Source: an optimization exercise on an open RTL-to-GDS flow (aim: small area, a short achievable clock period and few clock cycles per item). Production flows keep margins and buffers that such runs may drop. Function was checked by simulation only, so behaviour that the tests miss may differ from the original.

<file path="flow/design.v">
module gf32_mul (
    input  wire [24:0] a,
    input  wire [4:0]  b,
    output wire [4:0]  y
);
    assign y = (a[4:0]   & {5{b[0]}}) ^ (a[9:5]   & {5{b[1]}}) ^ (a[14:10] & {5{b[2]}}) ^
               (a[19:15] & {5{b[3]}}) ^ (a[24:20] & {5{b[4]}});
endmodule
module gf32_inv (
    input  wire [4:0]  a,
    output reg  [24:0] g,
    output reg  [4:0]  tau
);
    always @* begin
        case (a)
            5'd0: begin g = 25'h0000000; tau = 5'h00; end
            5'd1: begin g = 25'h0FAAD21; tau = 5'h09; end
            5'd2: begin g = 25'h12131BA; tau = 5'h08; end
            5'd3: begin g = 25'h1C2CA04; tau = 5'h1E; end
            5'd4: begin g = 25'h1A8EEA3; tau = 5'h02; end
            5'd5: begin g = 25'h0953770; tau = 5'h16; end
            5'd6: begin g = 25'h0546059; tau = 5'h13; end
            5'd7: begin g = 25'h14D1E43; tau = 5'h04; end
            5'd8: begin g = 25'h0F3782D; tau = 5'h15; end
            5'd9: begin g = 25'h11FF027; tau = 5'h19; end
            5'd10: begin g = 25'h132863B; tau = 5'h11; end
            5'd11: begin g = 25'h17C0555; tau = 5'h03; end
            5'd12: begin g = 25'h04BB8FB; tau = 5'h1A; end
            5'd13: begin g = 25'h17665F1; tau = 5'h1C; end
            5'd14: begin g = 25'h01332E2; tau = 5'h01; end
            5'd15: begin g = 25'h01539BC; tau = 5'h05; end
            5'd16: begin g = 25'h02D72C5; tau = 5'h0E; end
            5'd17: begin g = 25'h1B2094D; tau = 5'h14; end
            5'd18: begin g = 25'h02716B8; tau = 5'h0D; end
            5'd19: begin g = 25'h07C2DD0; tau = 5'h07; end
            5'd20: begin g = 25'h0799326; tau = 5'h0F; end
            5'd21: begin g = 25'h158A645; tau = 5'h10; end
            5'd22: begin g = 25'h147FF5D; tau = 5'h1F; end
            5'd23: begin g = 25'h0B4AB2C; tau = 5'h0C; end
            5'd24: begin g = 25'h0E99B1A; tau = 5'h12; end
            5'd25: begin g = 25'h1240EF6; tau = 5'h1D; end
            5'd26: begin g = 25'h1E3D7E2; tau = 5'h06; end
            5'd27: begin g = 25'h065FE2C; tau = 5'h18; end
            5'd28: begin g = 25'h0B22511; tau = 5'h0A; end
            5'd29: begin g = 25'h10399F4; tau = 5'h17; end
            5'd30: begin g = 25'h1AEE124; tau = 5'h0B; end
            5'd31: begin g = 25'h1E6EC77; tau = 5'h1B; end
            default: begin g = 25'h0; tau = 5'h0; end
        endcase
    end
endmodule
module gf32_log (
    input  wire [4:0]  a,
    output wire [30:0] m
);
    assign m[30] = (a == 5'd1);
    assign m[29] = (a == 5'd2);
    assign m[28] = (a == 5'd4);
    assign m[27] = (a == 5'd8);
    assign m[26] = (a == 5'd16);
    assign m[25] = (a == 5'd5);
    assign m[24] = (a == 5'd10);
    assign m[23] = (a == 5'd20);
    assign m[22] = (a == 5'd13);
    assign m[21] = (a == 5'd26);
    assign m[20] = (a == 5'd17);
    assign m[19] = (a == 5'd7);
    assign m[18] = (a == 5'd14);
    assign m[17] = (a == 5'd28);
    assign m[16] = (a == 5'd29);
    assign m[15] = (a == 5'd31);
    assign m[14] = (a == 5'd27);
    assign m[13] = (a == 5'd19);
    assign m[12] = (a == 5'd3);
    assign m[11] = (a == 5'd6);
    assign m[10] = (a == 5'd12);
    assign m[9] = (a == 5'd24);
    assign m[8] = (a == 5'd21);
    assign m[7] = (a == 5'd15);
    assign m[6] = (a == 5'd30);
    assign m[5] = (a == 5'd25);
    assign m[4] = (a == 5'd23);
    assign m[3] = (a == 5'd11);
    assign m[2] = (a == 5'd22);
    assign m[1] = (a == 5'd9);
    assign m[0] = (a == 5'd18);
endmodule
module flex_bch (
    input  wire        clk,
    input  wire        rst,
    input  wire        in_valid,
    output wire        in_ready,
    input  wire        in_op,
    input  wire [31:0] in_word,
    output wire        out_valid,
    input  wire        out_ready,
    output wire [31:0] out_word,
    output wire        out_ok,
    output wire [1:0]  out_nfix
);
    wire [4:0] s1, s3;
    wire [9:0] e;            
    wire xn31 = in_word[4] ^ in_word[15];
    wire xn32 = in_word[2] ^ in_word[11];
    wire xn33 = in_word[1] ^ in_word[14];
    wire xn34 = in_word[10] ^ in_word[18];
    wire xn35 = in_word[0] ^ in_word[8];
    wire xn36 = in_word[3] ^ in_word[12];
    wire xn37 = in_word[7] ^ in_word[19];
    wire xn38 = in_word[16] ^ in_word[17];
    wire xn39 = in_word[22] ^ in_word[25];
    wire xn40 = in_word[5] ^ in_word[20];
    wire xn41 = in_word[6] ^ in_word[9];
    wire xn42 = xn31 ^ xn32;
    wire xn43 = xn33 ^ xn34;
    wire xn44 = in_word[13] ^ in_word[15];
    wire xn45 = in_word[21] ^ in_word[24];
    wire xn46 = xn35 ^ xn40;
    wire xn47 = in_word[13] ^ in_word[17];
    wire xn48 = in_word[0] ^ in_word[14];
    wire xn49 = in_word[11] ^ in_word[16];
    wire xn50 = xn36 ^ xn37;
    wire xn51 = xn38 ^ xn41;
    wire xn52 = xn36 ^ xn49;
    wire xn53 = xn32 ^ xn44;
    wire xn54 = in_word[23] ^ in_word[26];
    wire xn55 = in_word[8] ^ in_word[16];
    wire xn56 = in_word[13] ^ in_word[14];
    wire xn57 = in_word[9] ^ in_word[20];
    wire xn58 = in_word[10] ^ in_word[12];
    wire xn59 = in_word[27] ^ in_word[28];
    wire xn60 = in_word[7] ^ in_word[27];
    wire xn61 = in_word[6] ^ in_word[23];
    wire xn62 = xn35 ^ xn37;
    wire xn63 = in_word[19] ^ xn41;
    wire xn64 = xn39 ^ xn59;
    wire xn65 = xn33 ^ xn55;
    wire xn66 = xn39 ^ xn61;
    wire xn67 = xn45 ^ xn48;
    wire xn68 = xn31 ^ xn54;
    wire xn69 = xn47 ^ xn58;
    wire xn70 = xn46 ^ xn51;
    wire xn71 = xn42 ^ xn66;
    wire xn72 = xn42 ^ xn43;
    assign s1[0] = ((((in_word[13] ^ in_word[30]) ^ xn31) ^ (xn39 ^ xn40)) ^ (xn50 ^ xn65));
    assign s1[1] = ((((in_word[13] ^ in_word[18]) ^ (in_word[29] ^ in_word[6])) ^ xn42) ^ (xn50 ^ xn67));
    assign s1[2] = ((((in_word[28] ^ in_word[8]) ^ xn34) ^ (xn37 ^ xn38)) ^ xn71);
    assign s1[3] = ((((in_word[15] ^ in_word[22]) ^ (in_word[3] ^ in_word[5])) ^ (xn45 ^ xn60)) ^ (xn43 ^ xn51));
    assign s1[4] = ((((in_word[21] ^ in_word[2]) ^ xn56) ^ xn68) ^ xn70);
    assign s3[0] = ((((in_word[12] ^ in_word[25]) ^ (in_word[30] ^ in_word[6])) ^ (xn38 ^ xn45)) ^ xn72);
    assign s3[1] = ((((in_word[26] ^ in_word[4]) ^ xn57) ^ xn52) ^ (xn64 ^ xn67));
    assign s3[2] = ((((in_word[0] ^ in_word[18]) ^ (in_word[26] ^ in_word[5])) ^ (xn38 ^ xn39)) ^ (xn50 ^ xn53));
    assign s3[3] = ((((in_word[1] ^ in_word[21]) ^ (in_word[29] ^ in_word[5])) ^ xn64) ^ (xn68 ^ xn69));
    assign s3[4] = (((xn33 ^ xn60) ^ xn46) ^ xn71);
    assign e[0] = (xn69 ^ ((in_word[20] ^ xn37) ^ xn42));
    assign e[1] = (xn63 ^ (xn43 ^ xn52));
    assign e[2] = (xn53 ^ ((in_word[9] ^ (in_word[17] ^ in_word[5])) ^ (xn34 ^ xn35)));
    assign e[3] = (xn65 ^ ((in_word[19] ^ xn57) ^ xn53));
    assign e[4] = (xn62 ^ ((in_word[12] ^ xn44) ^ xn43));
    assign e[5] = (xn63 ^ (((in_word[20] ^ in_word[2]) ^ xn31) ^ (xn34 ^ xn48)));
    assign e[6] = (((in_word[9] ^ (in_word[7] ^ in_word[8])) ^ (xn36 ^ xn40)) ^ xn72);
    assign e[7] = (((in_word[4] ^ (in_word[10] ^ in_word[3])) ^ (xn32 ^ xn33)) ^ ((xn41 ^ xn47) ^ xn62));
    assign e[8] = ((((in_word[19] ^ in_word[1]) ^ xn31) ^ (in_word[3] ^ (in_word[11] ^ in_word[18]))) ^ xn70);
    assign e[9] = (xn52 ^ ((in_word[18] ^ xn56) ^ xn46));
    wire [9:0] d_hi = in_op ? {e[0], e[1], e[2], e[3], e[4], e[5], e[6], e[7], e[8], e[9]}
                            : in_word[30:21];
    reg        full;
    reg [30:0] word;
    assign in_ready  = !full || out_ready;
    assign out_valid = full;
    always @(posedge clk) begin
        if (rst)
            full <= 1'b0;
        else if (in_ready)
            full <= in_valid;
    end
    wire [24:0] g;
    wire [4:0]  tau;
    gf32_inv u_tab (.a(s1), .g(g), .tau(tau));
    wire [4:0] pa, pb;
    gf32_mul u_pa (.a({10'd0, g[14:0]}), .b({2'b00, s3[2:0]}), .y(pa));
    gf32_mul u_pb (.a({g[24:15], 15'd0}), .b({s3[4:3], 3'b000}), .y(pb));
    wire d_ta = ~^(tau[2:0] & s3[2:0]);
    wire d_tb = ^(tau[4:3] & s3[4:3]);
    reg       b31, op, remz, ta, tb;
    reg [4:0] ra, rb, rc;
    always @(posedge clk) begin
        if (in_ready) begin
            b31  <= in_word[31];
            op   <= in_op;
            remz <= (s1 == 5'd0 && s3 == 5'd0);
            ta   <= d_ta;
            tb   <= d_tb;
            word <= {d_hi, in_word[20:0]};
            ra   <= pa;
            rb   <= pb;
            rc   <= pb ^ s1;
        end
    end
    wire fix = !op && !(ta ^ tb);
    wire ok  = op || remz || fix;
    wire [4:0] r1 = ra ^ rc, r2 = ra ^ rb;
    wire b31_out = b31 && !ok;
    wire [30:0] m1, m2;
    gf32_log u_m1 (.a(r1), .m(m1));
    gf32_log u_m2 (.a(r2), .m(m2));
    assign out_word = {b31_out, word ^ ((m1 | m2) & {31{fix}})};
    assign out_ok   = ok;
    assign out_nfix = {fix && r1 != 5'd0, fix && r1 == 5'd0};
endmodule
</file>
<file path="flow/flow/run.sh">
#!/bin/bash
# Layout: the standard flow (standard synthesis, floorplan, power grid, place,
# CTS, route), with small buf_2 cells as the port buffers instead of the delay
# cells buffer_ports picks by default, and an area-recovery pass after global
# routing (flow/post_grt.tcl). ORFS's own logs stay in orfs/logs/.
set -euo pipefail
export BUFFER_PORTS_ARGS="-buffer_cell sky130_fd_sc_hd__buf_2"
export POST_GLOBAL_ROUTE_TCL="$PWD/flow/post_grt.tcl"
bash standard.sh > standard.log 2>&1
</file>
<file path="flow/flow/post_grt.tcl">
# After global routing and its timing repair: give back area on paths that keep
# the setup margin (downsize cells off the critical paths), then reroute the nets
# that changed.
log_cmd global_route -start_incremental
log_cmd repair_timing -recover_power 100 -setup_margin $::env(SETUP_SLACK_MARGIN) -verbose
log_cmd global_route -end_incremental -congestion_report_file $::env(REPORTS_DIR)/congestion_post_area_recovery.rpt
report_wns
report_tns
</file>
<file path="flow/standard.sh">
#!/bin/bash
# synth_recipe.tcl (not shown) runs the flow's synth.tcl, then flattens the netlist and writes it again
# the make line also repeats each setting of config.mk as NAME=value (left out here)
make -C /OpenROAD-flow-scripts/flow DESIGN_CONFIG=/design/flow/config.mk WORK_HOME=/design/flow/orfs CLKGATE_MAP_FILE= SYNTH_SCRIPT=/design/flow/synth_recipe.tcl "${@:-finish}"
</file>
<file path="flow/config.mk">
export PLATFORM = sky130hd
export DESIGN_NAME = flex_bch
export DESIGN_NICKNAME = flex_bch
export VERILOG_FILES = /design/flow/design.v
export SDC_FILE = /design/flow/constraint.sdc
export NUM_CORES = 4
export LEC_CHECK = 0
export CAP_MARGIN = 20
export CORE_MARGIN = 2
export CORE_UTILIZATION = 40
export CTS_BUF_LIST = sky130_fd_sc_hd__clkbuf_4 sky130_fd_sc_hd__clkbuf_8
export PLACE_DENSITY = 0.6
export SETUP_SLACK_MARGIN = 3.5
export SLEW_MARGIN = 20
</file>
<file path="flow/constraint.sdc">
create_clock -name core_clock -period 8.0 [get_ports {clk}]
set_input_delay 1.6000 -clock core_clock [delete_from_list [all_inputs] [get_ports {clk}]]
set_output_delay 1.6000 -clock core_clock [all_outputs]
set_load 0.01 [all_outputs]
</file>
==> notes.md <==
## sequential cells by signal (all words and copies together) (netlist names)
register	flops
rb	5
ra	5
full	1
op	1
tb	1
rc	5
ta	1
remz	1
word	31
b31	1
## kinds of logic after synthesis
| group | Yosys count | share of synthesized area, % |
|---|---|---|
| mux | 14 | 2.79 |
| buf+inv | 52 | 3.80 |
| fa+ha+maj | 8 | 1.69 |
| xor+xnor | 205 | 35.9 |
| compound gates | 144 | 16.3 |
| simple gates | 188 | 13.3 |
| flops | 52 | 26.2 |
## layer usage
layer / part of all wire (%) / global-route usage (%) / routed length, um
met5: 0 / 0 / 0
met4: 2.6 / 7.06 / 524
met3: 9.3 / 4.55 / 1870
met2: 45 / 38.6 / 9080
met1: 43 / 34.8 / 8510
## layout by cell type (no fill, tap or decap), types with 5 or more instances in the layout
| cell type | synthesis | routed |
|---|---|---|
| xor3_1 | 7 | 5 |
| or3_1 | 5 | 5 |
| buf_2 | 14 | 15 |
| o21ai_0 | 22 | 21 |
| ha_2 | 0 | 5 |
| buf_4 | 3 | 21 |
| xnor3_1 | 10 | 9 |
| nor2_1 | 42 | 40 |
| nor3_1 | 11 | 11 |
| xor2_4 | 2 | 7 |
| a21oi_1 | 29 | 29 |
| o22ai_1 | 32 | 32 |
| clkbuf_1 | 20 | 62 |
| xnor2_1 | 143 | 133 |
| inv_1 | 8 | 6 |
| edfxtp_1 | 51 | 51 |
| nand3_1 | 21 | 21 |
| o211ai_1 | 12 | 12 |
| xnor2_2 | 4 | 7 |
| nand2_1 | 97 | 95 |
| xnor2_4 | 0 | 7 |
| a211oi_1 | 6 | 6 |
| xor2_1 | 36 | 33 |
| clkbuf_8 | 0 | 6 |
| mux2_2 | 10 | 7 |
## through the flow
step | instance area, um^2 | worst slack (ns)
2_1_floorplan | 6080 | 3.43
3_3_place_gp | 6490 | 2.26
3_5_place_dp | 6490 | 2.27
4_1_cts | 6990 | 3.50
6_report | 7010 | 2.02
## critical path, cell delays in order
cell,delay [ns]
clkbuf_1,0.49
xnor2_4,0.19
xor2_1,0.44
xor2_4,0.21
buf_12,0.14
xnor2_1,0.12
clkbuf_1,1.32
xnor2_1,0.50
a22oi_1,0.47
nand4_1,0.14
o21a_1,0.17
o311ai_2,0.09
xnor2_1,0.10
## layout make-up
| cell class | instances | area, um^2 |
|---|---|---|
| Clock inverter | 3 | 27.5 |
| Sequential cell | 52 | 1550 |
| Timing Repair Buffer | 107 | 603 |
| Fill cell | 1416 | 7470 |
| Tap cell | 184 | 230 |
| Multi-Input combinational cell | 560 | 4490 |
| Inverter | 9 | 40.0 |
| Clock buffer | 5 | 68.8 |
## final timing paths
path | start | end
hold / removal | rst | full
setup / recovery | in_word[19] | rc[2]
setup reg to reg | full | word[8]
hold reg to reg | full | tb
==> impl_results.md <==
- Drc violations: 0
- Status: finished with violations
- Critical path launch point type: primary input
- Pre-antenna DRT Iters: 6
- Post-route antenna net violation count: 0
- Vias in the first global route: roughly 5200
- FMAX: approximately 170 MHz
- Synth area leader: edfxtp_1
- Yosys warning count: 2
- CTS tree: built
- Drt initial violations: 685
- Relative slew slack: -92.7%
- Gate Count Post-Synth: roughly 660
- Layout cells sized above 1: between 15 and 20%
- Routed vias/inst: about 6.0
- Register bit total from synthesis: 52
- Layout Skew: ~0.011 ns
- Clock sinks: 52
- # resized after CTS: 29
- Data arrival, critical path: approximately 6 ns
- Longest Clk Path Bufs: 2
- Final min period: 5.98 ns
- Hold Violations, Final: 0
- Min-Delay Path Depth: 2
- P&R area growth vs syn: 18.3%
- Fraction of registers with async set or reset after synthesis: 0%
- Starting Density: between 40% and 50%
- Placed Instances: 884
- IO buf count: 73
- Clock buffer count from CTS: 5
- Syn Area/Cell: between 8 and 9 um^2
- Via count: around 5500
- H-tree depth: 2
- Period Utilization, post-route: between 70 and 80%
- FF-to-FF setup slack: 5.11 ns
- Top post-synthesis cells by area: edfxtp_1 26%, xnor2_1 21%, nand2_1 6.1%, xor2_1 5.3%, xnor3_1 3.8%
- Worst-Skew Late Latency: between 0.3 and 0.4 ns
- Largest net degree at the start of global routing: 54
- Final core occ: roughly half
- CP endpoint kind: flop
- Final Max Slew Viols: about 130
- First-pass GRT wire length: 30.5 mm
- Drt total wl: approximately 20 mm
- HPWL Detailed: around 14 mm
- Global Route Usage Sum: 24.6%
- Worst hold slack: around 1.4 ns
- Routability-driven placement congestion ratio: between 0.9 and 1
- Die height: roughly 130 um
- Nets: just under 800
- SO Faults: max-capacitance violations, max-slew violations
- Post-synthesis cell type count: 60
- Max-Cap Viols: 3
- Setup Buffers After CTS: 25
- Avg WL per Cell: between 20 and 25 um
- Clk root buf: clkbuf_8
- EDFF count, synth: between 50 and 60
- Die W: roughly 130 um
- Slew @ Worst Pin: a little under 3 ns
- # IOs: 74
- Non-filler cells, final: 920
- Syn Nets: about 700
- CTS Hold Bufs: 0
- Hold Crit Class: in2reg
- Global route total overflow: 0
- Prevailing post-synth register cell: edfxtp_1
- Worst-path clk slew: 0.10 ns
- Die area: 15800 um^2
- Synth cell count leaders: 143 x xnor2_1, 97 x nand2_1, 51 x edfxtp_1
- Initial antenna violation count: 0
- N_diodes: 0
- Post-synth top area share: ~26%
- Worst r2r path cells: 2
- Mapped Area: 5930 um^2
- Final TNS setup: 0 ns
- Final setup violation count: 0
- Top-count cell post-synth: xnor2_1
- Worst Path Max Fanout: 37
- Seq/Total Area, Yosys: about a quarter
- Core area: between 10000 and 15000 um^2
- Site Rows: 44
- Critical path class: in2reg
- CP Data Required Time: between 8 and 9 ns
Testbench counts, summed over its fixed seeds: cycles 4,808, items 4,800.

==> what the ideal ports hide <==
No port has a modelled driver above. Below, the same layout with a new extraction and two added sets of constraints. Step 1: set_driving_cell puts a clkbuf_16 on clk and a buf_2 on each other input, an assumption about the parent block. Step 2 also shifts input and output timing later by t, the mid clock arrival at the registers, as if the neighbouring blocks saw the same clock. Slacks: no drivers / after step 1 / after step 2; pairs: no drivers / after step 1.
shift t [ns]: 0.349
slack for setup (ns): 2.019 / 2.028 / 1.679
worst setup path after step 2: input to register
clock arrival spread, ns: 0.014 / 0.014
worst register clock-pin slew, ns: 0.11 / 0.11
For this run, drivers alone change the setup slack by +0.009 ns; drivers and shift together by -0.340 ns.
